This design comes from an exercise in tuning for small area, a short achievable clock period and few clock cycles on the open sky130 flow, not from production work. The RTL was checked by simulation tests, not by an equivalence proof against the original design.

==> 01-02 <==
==> flow/design.v (excerpt) <==
module msrcc (
    input  wire       clk,
    input  wire       rst,           
    input  wire       bus_valid,
    input  wire       bus_we,
    input  wire [9:0] bus_addr,
    input  wire [7:0] bus_wdata,
    output reg        bus_ready,
    output reg  [7:0] bus_rdata
);
    localparam PB = 3;               
    localparam P  = 1 << PB;         
    localparam TB = 8 - PB;
    localparam T  = 1 << TB;         
    localparam A_CMD    = 10'h000;
    localparam A_STATUS = 10'h001;
    localparam A_DIN    = 10'h002;
    localparam A_DOUT   = 10'h003;
    localparam A_LEN    = 10'h004;
    localparam A_OLEN   = 10'h005;
    localparam A_EIDX   = 10'h006;
    reg [7:0] cmd_r;
    reg [7:0] status_r;
    reg [7:0] din_r;
    reg [7:0] dout_r;
    reg [7:0] len_r;
    reg [7:0] olen_r;
    reg [7:0] eidx_r;
    reg [PB-1:0] g;                  
    reg [TB-1:0] cs;                 
    wire [7:0]   cur = {cs, g};      
    reg  [TB-1:0] csn;               
    reg  [PB-1:0] gn;                
    reg  [TB-1:0] cs_d;
    reg          run;                
    reg          chk;                
    reg [7:0]    scn_e;              
    reg [2:0]    run_fi;             
    reg [PB-1:0] cnt;                
    reg  [19:0]  run_sel;            
    wire         rf_dec = run_sel[18];
    wire         rf_pd  = run_sel[16];   
    reg [7:0]    run_n;              
    reg [7:0]    lim;                
    reg          acc_pmis;
  ...
clock: 8.0 ns
lec_check: 0
cap_margin: 20
core_margin: 2
core_utilization: 40
cts_cluster_diameter: 60
cts_cluster_size: 28
place_density: 0.6
setup_slack_margin: 3.8
slew_margin: 20
run.sh (not shown) runs the stock make flow with config.mk's settings and CLKGATE_MAP_FILE= SYNTH_SCRIPT=/design/flow/synth_recipe.tcl, a recipe that flattens the netlist after the stock synthesis.
==> inputs of 09-26, as changes to 01-02 <==
--- a/flow/design.v
+++ b/flow/design.v
@@ -142,13 +142,12 @@
     reg        hold;                 
     reg        hold_c;               
     reg        bg;                   
     reg        hold_bg;              
     reg        lastbuf;              
     reg  [9:0] ra;                   
-    reg  [7:0] rdat;                 
     wire       busy = (run & ~bg) | hold;
     wire wpass = run & ~chk;
     wire pass_end = (cnt == P - 1);
     wire done_any = wpass & pass_end;
     wire done = done_any & ~bg;      
     wire [7:0] wcmd      = bus_wdata;
@@ -163,14 +162,17 @@
     wire a_bufr  = bus_addr[9] ^ bus_addr[8];
     wire a_ibuf  = (bus_addr[9:8] == 2'd1);
     wire cmd_ex  = acc_wr & a_cmd & ~run;
     wire cmd_go  = cmd_ex & ~wcmd_ill & ~wcmd_badw & wcmd_buf;
     wire lo_hit  = (bus_addr[PB-1:0] == ~gn);
     wire ibuf_wr = acc_wr & a_ibuf & lo_hit;
-    wire rd_hit  = (bus_addr[7:0] == ~{csn, gn});
-    wire ra_hit  = (bus_addr == ra);
+    reg  [9:0] pan;
+    reg  [7:0] rq;
+    reg        mc;                   
+    reg        cr;                   
+    wire p_hit   = (bus_addr == ~pan);
     wire [19:0] wsel;
     msrcc_mode u_mode (.fn(wcmd_fn), .w7(wcmd_w7), .sel(wsel));
     wire       imm_okx, imm_pm;
     wire [7:0] imm_y;
     msrcc_xform u_imm (.x(din_r), .sel(wsel), .y(imm_y), .ok(imm_okx), .pm(imm_pm));
     wire imm_ok   = imm_okx | wsel[16];
@@ -185,13 +187,12 @@
     generate
         for (q = 0; q < T - 1; q = q + 1) begin : th
             assign lim_gt[q] = lim_gt[q+1] | lim_oh[q+1];
         end
     endgenerate
     wire [8*T-1:0] inext, onext;
-    reg  [7:0]     pf_i, pf_o;
     genvar s;
     generate
         for (s = 0; s < T; s = s + 1) begin : rg
             reg  [8*P-1:0] ir;
             reg  [8*P-1:0] orb;
             wire [7:0] it = ir[7:0];
@@ -210,17 +211,17 @@
                 orb <= {(({8{wlt}} & y_s) | ({8{keep}} & ot)), orb[8*P-1:8]};
             end
             assign inext[8*s +: 8] = ir[15:8];
             assign onext[8*s +: 8] = orb[15:8];
         end
     endgenerate
-    wire chk_here = chk & (cur == scn_e) & (scn_e != run_n);
+    wire chk_here = chk & mc & ~cr & (cur == scn_e) & (scn_e != run_n);
     wire chk_end  = chk & (scn_e == run_n);
-    wire [7:0] chk_okv = okvec(pf_i);
+    wire [7:0] chk_okv = okvec(rq);
     wire chk_fail = chk_here & ~chk_okv[run_fi] & ~rf_pd;
-    wire chk_pm   = run_sel[15] ? ^pf_i[6:0] : ^pf_i[4:0];
+    wire chk_pm   = run_sel[15] ? ^rq[6:0] : ^rq[4:0];
     wire pmis_fin = acc_pmis & rf_pd;
     wire rxp_fin  = acc_rxp & rf_pd;
     function [7:0] aim;
         input [7:0]    e;
         input [PB-1:0] gg;
         input [PB-1:0] dmin;
@@ -255,62 +256,78 @@
     wire [7:0]    i_nx  = inext[8*cs_nx +: 8];
     wire [7:0]    o_nx  = onext[8*cs_nx +: 8];
     wire          wp_nx = run & bg & ~pass_end;
     wire [7:0]    f_y;
     wire          f_ok, f_pm;
     msrcc_xform u_fwd (.x(i_nx), .sel(run_sel), .y(f_y), .ok(f_ok), .pm(f_pm));
-    always @(posedge clk) begin
-        pf_i <= i_nx;
-        if (wp_nx & (e_nx < lim))
-            pf_o <= f_y;
-        else if (wp_nx & rf_dec & (e_nx == lim))
-            pf_o <= 8'h00;
-        else
-            pf_o <= o_nx;
-    end
+    wire [7:0]    o_fw  = (wp_nx & (e_nx < lim))           ? f_y   :
+                          (wp_nx & rf_dec & (e_nx == lim)) ? 8'h00 : o_nx;
     wire [7:0] status_fin = (lim != run_n) ? 8'h0D : {2'b00, pmis_fin, rxp_fin, 4'b0000};
     reg [9:0] ra_nx;
+    reg       mc_nx, cr_nx;
     always @(*) begin
-        ra_nx = ra;
-        if (acc_rd & ~a_bufr & ~ra_hit)
-            ra_nx = bus_addr;
-        if (acc_rd & ra_hit & (ra == A_STATUS))
+        ra_nx  = ra;
+        mc_nx  = mc;
+        cr_nx  = cr;
+        if (acc_rd & ~p_hit) begin
+            if (a_bufr) begin
+                mc_nx = 1'b1;
+                cr_nx = bus_addr[9];
+            end else begin
+                mc_nx = 1'b0;
+                ra_nx = bus_addr;
+            end
+        end
+        if (acc_rd & p_hit & ~mc & (ra == A_STATUS))
             ra_nx = lastbuf ? A_OLEN : A_DOUT;
-        if (hold_c | done)
+        if (acc_rd & p_hit & ~mc & (ra == A_OLEN) & lastbuf) begin
+            mc_nx = 1'b1;
+            cr_nx = 1'b1;
+        end
+        if (cmd_go) begin
+            mc_nx = 1'b1;
+            cr_nx = 1'b0;
+        end
+        if (hold_c | done) begin
+            mc_nx = 1'b0;
             ra_nx = A_STATUS;
+        end
     end
     always @(posedge clk) begin
         if (rst) begin
-            ra   <= A_CMD;
-            rdat <= 8'h00;
+            ra  <= A_CMD;
+            mc  <= 1'b0;
+            cr  <= 1'b0;
+            rq  <= 8'h00;
+            pan <= 10'h3FF;
         end else begin
-            ra <= ra_nx;
+            ra  <= ra_nx;
+            mc  <= mc_nx;
+            cr  <= cr_nx;
+            pan <= ~(mc_nx ? {cr_nx, ~cr_nx, cs_d, g + 1'b1} : ra_nx);
             if (done)
-                rdat <= status_fin;
+                rq <= status_fin;
+            else if (mc_nx)
+                rq <= cr_nx ? o_fw : i_nx;
             else if (acc_wr & ((bus_addr == A_CMD) | (bus_addr == A_DIN) | (bus_addr == A_LEN)) &
                      (bus_addr == ra_nx))
-                rdat <= bus_wdata;
+                rq <= bus_wdata;
             else
-                rdat <= regval(ra_nx);
+                rq <= regval(ra_nx);
         end
     end
-    always @(*) begin
-        case (bus_addr[9:8])
-            2'd1:    bus_rdata = pf_i;
-            2'd2:    bus_rdata = pf_o;
-            default: bus_rdata = rdat;
-        endcase
-    end
+    always @(*) bus_rdata = rq;
     always @(*) begin
         bus_ready = (busy & (hold | done)) |
-                    (bus_we & (bus_addr[9] | (bus_addr[8] & lo_hit))) |
-                    (~bus_we & (ra_hit | (a_bufr & rd_hit)));
+                    (bus_we & (bus_addr[9] | (bus_addr[8] & lo_hit) |
+                               (~bus_addr[8] & (bus_addr[2] | bus_addr[1])))) |
+                    (~bus_we & p_hit);
     end
     always @(*) begin
         cs_d = cur_inc[7:PB];
-        if (acc_rd & a_bufr & (rd_dist > P + 1))
+        if (acc_rd & a_bufr & ~p_hit & (rd_dist > P + 1))
             cs_d = aim_miss[7:PB];
         if (hold_bg)
             cs_d = aim_out[7:PB];
         if (cmd_go)
             cs_d = aim_chk[7:PB];
         if (done)
@@ -375,13 +392,13 @@
             end
             g  <= g + 1'b1;
             gn <= ~(g + 1'b1);
             cs  <= cs_d;
             csn <= ~cs_d;
             if (acc_wr) begin
-                if (bus_addr[9:8] == 2'd0)
+                if ((bus_addr[9:8] == 2'd0) & ~bus_addr[2] & ~bus_addr[1])
                     hold <= ~a_cmd;
                 if (cmd_ex) begin
                     hold_c  <= ~cmd_go | bg_go;
                     cmd_r   <= wcmd;
                     eidx_r  <= 8'h00;
                     hold    <= ~cmd_go | bg_go;
@@ -428,13 +445,13 @@
                     if (chk_fail) begin
                         lim <= scn_e;
                         chk <= 1'b0;
                     end else if (chk_here) begin
                         scn_e    <= scn_e + 8'd1;
                         acc_pmis <= acc_pmis | chk_pm;
-                        acc_rxp  <= pf_i[0];
+                        acc_rxp  <= rq[0];
                     end
                 end else begin
                     if (pass_end) begin
                         run <= 1'b0;
                         bg  <= 1'b0;
                     end
==> flow/config.mk (replaced) <==
export PLATFORM = sky130hd
export DESIGN_NAME = msrcc
export DESIGN_NICKNAME = msrcc
export VERILOG_FILES = /design/flow/design.v
export SDC_FILE = /design/flow/constraint.sdc
export NUM_CORES = 4
export LEC_CHECK = 0
export CAP_MARGIN = 20
export CORE_MARGIN = 2
export CORE_UTILIZATION = 55
export CTS_CLUSTER_DIAMETER = 65
export CTS_CLUSTER_SIZE = 30
export PLACE_DENSITY = 0.7
export SETUP_SLACK_MARGIN = 3.8
export SLEW_MARGIN = 20
==> inputs of 06-11, as changes to 01-02 <==
--- a/flow/design.v
+++ b/flow/design.v
@@ -73,13 +73,13 @@
     input  wire       bus_we,
     input  wire [9:0] bus_addr,
     input  wire [7:0] bus_wdata,
     output reg        bus_ready,
     output reg  [7:0] bus_rdata
 );
-    localparam PB = 3;               
+    localparam PB = 4;               
     localparam P  = 1 << PB;         
     localparam TB = 8 - PB;
     localparam T  = 1 << TB;         
     localparam A_CMD    = 10'h000;
     localparam A_STATUS = 10'h001;
     localparam A_DIN    = 10'h002;
@@ -142,13 +142,12 @@
     reg        hold;                 
     reg        hold_c;               
     reg        bg;                   
     reg        hold_bg;              
     reg        lastbuf;              
     reg  [9:0] ra;                   
-    reg  [7:0] rdat;                 
     wire       busy = (run & ~bg) | hold;
     wire wpass = run & ~chk;
     wire pass_end = (cnt == P - 1);
     wire done_any = wpass & pass_end;
     wire done = done_any & ~bg;      
     wire [7:0] wcmd      = bus_wdata;
@@ -163,14 +162,17 @@
     wire a_bufr  = bus_addr[9] ^ bus_addr[8];
     wire a_ibuf  = (bus_addr[9:8] == 2'd1);
     wire cmd_ex  = acc_wr & a_cmd & ~run;
     wire cmd_go  = cmd_ex & ~wcmd_ill & ~wcmd_badw & wcmd_buf;
     wire lo_hit  = (bus_addr[PB-1:0] == ~gn);
     wire ibuf_wr = acc_wr & a_ibuf & lo_hit;
-    wire rd_hit  = (bus_addr[7:0] == ~{csn, gn});
-    wire ra_hit  = (bus_addr == ra);
+    reg  [9:0] pan;
+    reg  [7:0] rq;
+    reg        mc;                   
+    reg        cr;                   
+    wire p_hit   = (bus_addr == ~pan);
     wire [19:0] wsel;
     msrcc_mode u_mode (.fn(wcmd_fn), .w7(wcmd_w7), .sel(wsel));
     wire       imm_okx, imm_pm;
     wire [7:0] imm_y;
     msrcc_xform u_imm (.x(din_r), .sel(wsel), .y(imm_y), .ok(imm_okx), .pm(imm_pm));
     wire imm_ok   = imm_okx | wsel[16];
@@ -184,14 +186,13 @@
     genvar q;
     generate
         for (q = 0; q < T - 1; q = q + 1) begin : th
             assign lim_gt[q] = lim_gt[q+1] | lim_oh[q+1];
         end
     endgenerate
-    wire [8*T-1:0] inext, onext;
-    reg  [7:0]     pf_i, pf_o;
+    wire [8*T-1:0] inext2, onext2;
     genvar s;
     generate
         for (s = 0; s < T; s = s + 1) begin : rg
             reg  [8*P-1:0] ir;
             reg  [8*P-1:0] orb;
             wire [7:0] it = ir[7:0];
@@ -206,21 +207,21 @@
             wire wlt   = wpass & lt;                       
             wire keep  = ~(wpass & (lt | (rf_dec & eq)));  
             always @(posedge clk) begin
                 ir  <= {(iwe ? bus_wdata : it), ir[8*P-1:8]};
                 orb <= {(({8{wlt}} & y_s) | ({8{keep}} & ot)), orb[8*P-1:8]};
             end
-            assign inext[8*s +: 8] = ir[15:8];
-            assign onext[8*s +: 8] = orb[15:8];
+            assign inext2[8*s +: 8] = ir[23:16];
+            assign onext2[8*s +: 8] = orb[23:16];
         end
     endgenerate
-    wire chk_here = chk & (cur == scn_e) & (scn_e != run_n);
+    wire chk_here = chk & mc & ~cr & (cur == scn_e) & (scn_e != run_n);
     wire chk_end  = chk & (scn_e == run_n);
-    wire [7:0] chk_okv = okvec(pf_i);
+    wire [7:0] chk_okv = okvec(rq);
     wire chk_fail = chk_here & ~chk_okv[run_fi] & ~rf_pd;
-    wire chk_pm   = run_sel[15] ? ^pf_i[6:0] : ^pf_i[4:0];
+    wire chk_pm   = run_sel[15] ? ^rq[6:0] : ^rq[4:0];
     wire pmis_fin = acc_pmis & rf_pd;
     wire rxp_fin  = acc_rxp & rf_pd;
     function [7:0] aim;
         input [7:0]    e;
         input [PB-1:0] gg;
         input [PB-1:0] dmin;
@@ -228,16 +229,16 @@
         begin
             r   = e[PB-1:0] - gg - dmin;
             aim = e - ({5'd0, dmin} + {{(8-PB){1'b0}}, r}) + 8'd1;
         end
     endfunction
     wire [7:0] cur_inc  = cur + 8'd1;
-    wire [7:0] aim_miss = aim(bus_addr[7:0], g, 2);
+    wire [7:0] aim_miss = aim(bus_addr[7:0], g, 3);
     wire [7:0] rd_dist  = bus_addr[7:0] - cur;    
     wire [7:0] aim_out  = aim(8'h00, g, 3);
-    wire [7:0] aim_chk  = aim(8'h00, g, 2);
+    wire [7:0] aim_chk  = aim(8'h00, g, 3);
     function [7:0] regval;
         input [9:0] a;
         begin
             case (a)
                 A_CMD:    regval = cmd_r;
                 A_STATUS: regval = status_r;
@@ -247,70 +248,90 @@
                 A_OLEN:   regval = olen_r;
                 A_EIDX:   regval = eidx_r;
                 default:  regval = 8'h00;
             endcase
         end
     endfunction
-    wire [TB-1:0] cs_nx = (done | hold_bg) ? aim_out[7:PB] : cur_inc[7:PB];
-    wire [7:0]    e_nx  = {cs_nx, g + 1'b1};           
-    wire [7:0]    i_nx  = inext[8*cs_nx +: 8];
-    wire [7:0]    o_nx  = onext[8*cs_nx +: 8];
+    wire [7:0]    cur2  = cur + 8'd2;
+    wire [TB-1:0] cs2   = cur2[7:PB];
+    reg  [7:0]    fi2, fo2, e2;
+    always @(posedge clk) begin
+        fi2 <= inext2[8*cs2 +: 8];
+        fo2 <= onext2[8*cs2 +: 8];
+        e2  <= cur2;
+    end
     wire          wp_nx = run & bg & ~pass_end;
     wire [7:0]    f_y;
     wire          f_ok, f_pm;
-    msrcc_xform u_fwd (.x(i_nx), .sel(run_sel), .y(f_y), .ok(f_ok), .pm(f_pm));
-    always @(posedge clk) begin
-        pf_i <= i_nx;
-        if (wp_nx & (e_nx < lim))
-            pf_o <= f_y;
-        else if (wp_nx & rf_dec & (e_nx == lim))
-            pf_o <= 8'h00;
-        else
-            pf_o <= o_nx;
-    end
+    msrcc_xform u_fwd (.x(fi2), .sel(run_sel), .y(f_y), .ok(f_ok), .pm(f_pm));
+    wire [7:0]    o_fw  = (wp_nx & (e2 < lim))           ? f_y   :
+                          (wp_nx & rf_dec & (e2 == lim)) ? 8'h00 : fo2;
     wire [7:0] status_fin = (lim != run_n) ? 8'h0D : {2'b00, pmis_fin, rxp_fin, 4'b0000};
     reg [9:0] ra_nx;
+    reg       mc_nx, cr_nx;
     always @(*) begin
-        ra_nx = ra;
-        if (acc_rd & ~a_bufr & ~ra_hit)
-            ra_nx = bus_addr;
-        if (acc_rd & ra_hit & (ra == A_STATUS))
+        ra_nx  = ra;
+        mc_nx  = mc;
+        cr_nx  = cr;
+        if (acc_rd & ~p_hit) begin
+            if (a_bufr) begin
+                mc_nx = 1'b1;
+                cr_nx = bus_addr[9];
+            end else begin
+                mc_nx = 1'b0;
+                ra_nx = bus_addr;
+            end
+        end
+        if (acc_rd & p_hit & ~mc & (ra == A_STATUS))
             ra_nx = lastbuf ? A_OLEN : A_DOUT;
-        if (hold_c | done)
+        if (acc_rd & p_hit & ~mc & (ra == A_OLEN) & lastbuf) begin
+            mc_nx = 1'b1;
+            cr_nx = 1'b1;
+        end
+        if (cmd_go) begin
+            mc_nx = 1'b1;
+            cr_nx = 1'b0;
+        end
+        if (hold_c | done) begin
+            mc_nx = 1'b0;
             ra_nx = A_STATUS;
+        end
     end
     always @(posedge clk) begin
         if (rst) begin
-            ra   <= A_CMD;
-            rdat <= 8'h00;
+            ra  <= A_CMD;
+            mc  <= 1'b0;
+            cr  <= 1'b0;
+            rq  <= 8'h00;
+            pan <= 10'h3FF;
         end else begin
-            ra <= ra_nx;
+            ra  <= ra_nx;
+            mc  <= mc_nx;
+            cr  <= cr_nx;
+            pan <= ~(mc_nx ? {cr_nx, ~cr_nx, cs_d, g + 1'b1} : ra_nx);
             if (done)
-                rdat <= status_fin;
+                rq <= status_fin;
+            else if (mc_nx)
+                rq <= cr_nx ? o_fw : fi2;
             else if (acc_wr & ((bus_addr == A_CMD) | (bus_addr == A_DIN) | (bus_addr == A_LEN)) &
                      (bus_addr == ra_nx))
-                rdat <= bus_wdata;
+                rq <= bus_wdata;
             else
-                rdat <= regval(ra_nx);
+                rq <= regval(ra_nx);
         end
     end
-    always @(*) begin
-        case (bus_addr[9:8])
-            2'd1:    bus_rdata = pf_i;
-            2'd2:    bus_rdata = pf_o;
-            default: bus_rdata = rdat;
-        endcase
-    end
+    always @(*) bus_rdata = rq;
     always @(*) begin
         bus_ready = (busy & (hold | done)) |
-                    (bus_we & (bus_addr[9] | (bus_addr[8] & lo_hit))) |
-                    (~bus_we & (ra_hit | (a_bufr & rd_hit)));
+                    (bus_we & (bus_addr[9] | (bus_addr[8] & lo_hit) |
+                               (~bus_addr[8] & (bus_addr[2] | bus_addr[1])))) |
+                    (~bus_we & p_hit);
     end
     always @(*) begin
         cs_d = cur_inc[7:PB];
-        if (acc_rd & a_bufr & (rd_dist > P + 1))
+        if (acc_rd & a_bufr & ~p_hit & (rd_dist > P + 2))
             cs_d = aim_miss[7:PB];
         if (hold_bg)
             cs_d = aim_out[7:PB];
         if (cmd_go)
             cs_d = aim_chk[7:PB];
         if (done)
@@ -375,13 +396,13 @@
             end
             g  <= g + 1'b1;
             gn <= ~(g + 1'b1);
             cs  <= cs_d;
             csn <= ~cs_d;
             if (acc_wr) begin
-                if (bus_addr[9:8] == 2'd0)
+                if ((bus_addr[9:8] == 2'd0) & ~bus_addr[2] & ~bus_addr[1])
                     hold <= ~a_cmd;
                 if (cmd_ex) begin
                     hold_c  <= ~cmd_go | bg_go;
                     cmd_r   <= wcmd;
                     eidx_r  <= 8'h00;
                     hold    <= ~cmd_go | bg_go;
@@ -428,13 +449,13 @@
                     if (chk_fail) begin
                         lim <= scn_e;
                         chk <= 1'b0;
                     end else if (chk_here) begin
                         scn_e    <= scn_e + 8'd1;
                         acc_pmis <= acc_pmis | chk_pm;
-                        acc_rxp  <= pf_i[0];
+                        acc_rxp  <= rq[0];
                     end
                 end else begin
                     if (pass_end) begin
                         run <= 1'b0;
                         bg  <= 1'b0;
                     end
--- a/flow/config.mk
+++ b/flow/config.mk
@@ -8,8 +8,8 @@
 export CAP_MARGIN = 20
 export CORE_MARGIN = 2
 export CORE_UTILIZATION = 40
 export CTS_CLUSTER_DIAMETER = 60
 export CTS_CLUSTER_SIZE = 28
 export PLACE_DENSITY = 0.6
-export SETUP_SLACK_MARGIN = 3.8
+export SETUP_SLACK_MARGIN = 3.5
 export SLEW_MARGIN = 20
==> comparison <==
06-11 ran to the end with no violations. 01-02 finished clean. 09-26 completed with no timing, DRC or antenna violations.
Global-route usage: 09-26 > 01-02 > 06-11.
Critical path depth: 09-26 is higher than 01-02 (9).
Die area: 09-26 is lower than 06-11 (about 20%).
Clock skew, lowest first: 06-11, 09-26, 01-02.
Against 01-02, the first-iteration DRC count of 09-26 is larger by 1.6%.
The lowest synthesized area belongs to 06-11, the highest to 09-26.
Against 09-26, the final area of 06-11 is lower by 9.2%.
Testbench counts of 01-02, summed over its fixed seeds: cycles 60,930.
Testbench counts of 09-26, summed over its fixed seeds: cycles 60,489.
Testbench counts of 06-11, summed over its fixed seeds: cycles 63,721.

afterwards: timing with drivers on the ports:
How much do the figures lean on ideal ports? The routed layouts below were timed once more, with nothing changed but the port constraints. Step 1 (the two cells are an assumption about what drives the block):
set clk [get_ports {clk}]
set_driving_cell -lib_cell sky130_fd_sc_hd__clkbuf_16 $clk
set_driving_cell -lib_cell sky130_fd_sc_hd__buf_2 [delete_from_list [all_inputs] $clk]
Step 2 also shifts input and output timing later by t, the mid clock arrival at the registers, as if the neighbouring blocks saw the same clock. Slacks: ideal / step 1 / step 2; pairs: ideal / step 1.
| run | t (ns) | setup slack, ns | hold slack, ns | worst setup path after step 2 |
|---|---|---|---|---|
| 01-02 | 1.000 | 3.426 / 3.399 / 2.807 | 0.278 / 0.278 / 0.278 | input to register |
| 09-26 | 0.972 | 3.363 / 3.363 / 2.652 | 0.304 / 0.304 / 0.304 | input to register |
| 06-11 | 0.953 | 3.409 / 3.371 / 2.672 | 0.308 / 0.308 / 0.308 | input to register |
After both steps setup and hold are still met in every run listed. For 06-11, which loses most, drivers alone change the setup slack by -0.038 ns; drivers and shift together by -0.737 ns.
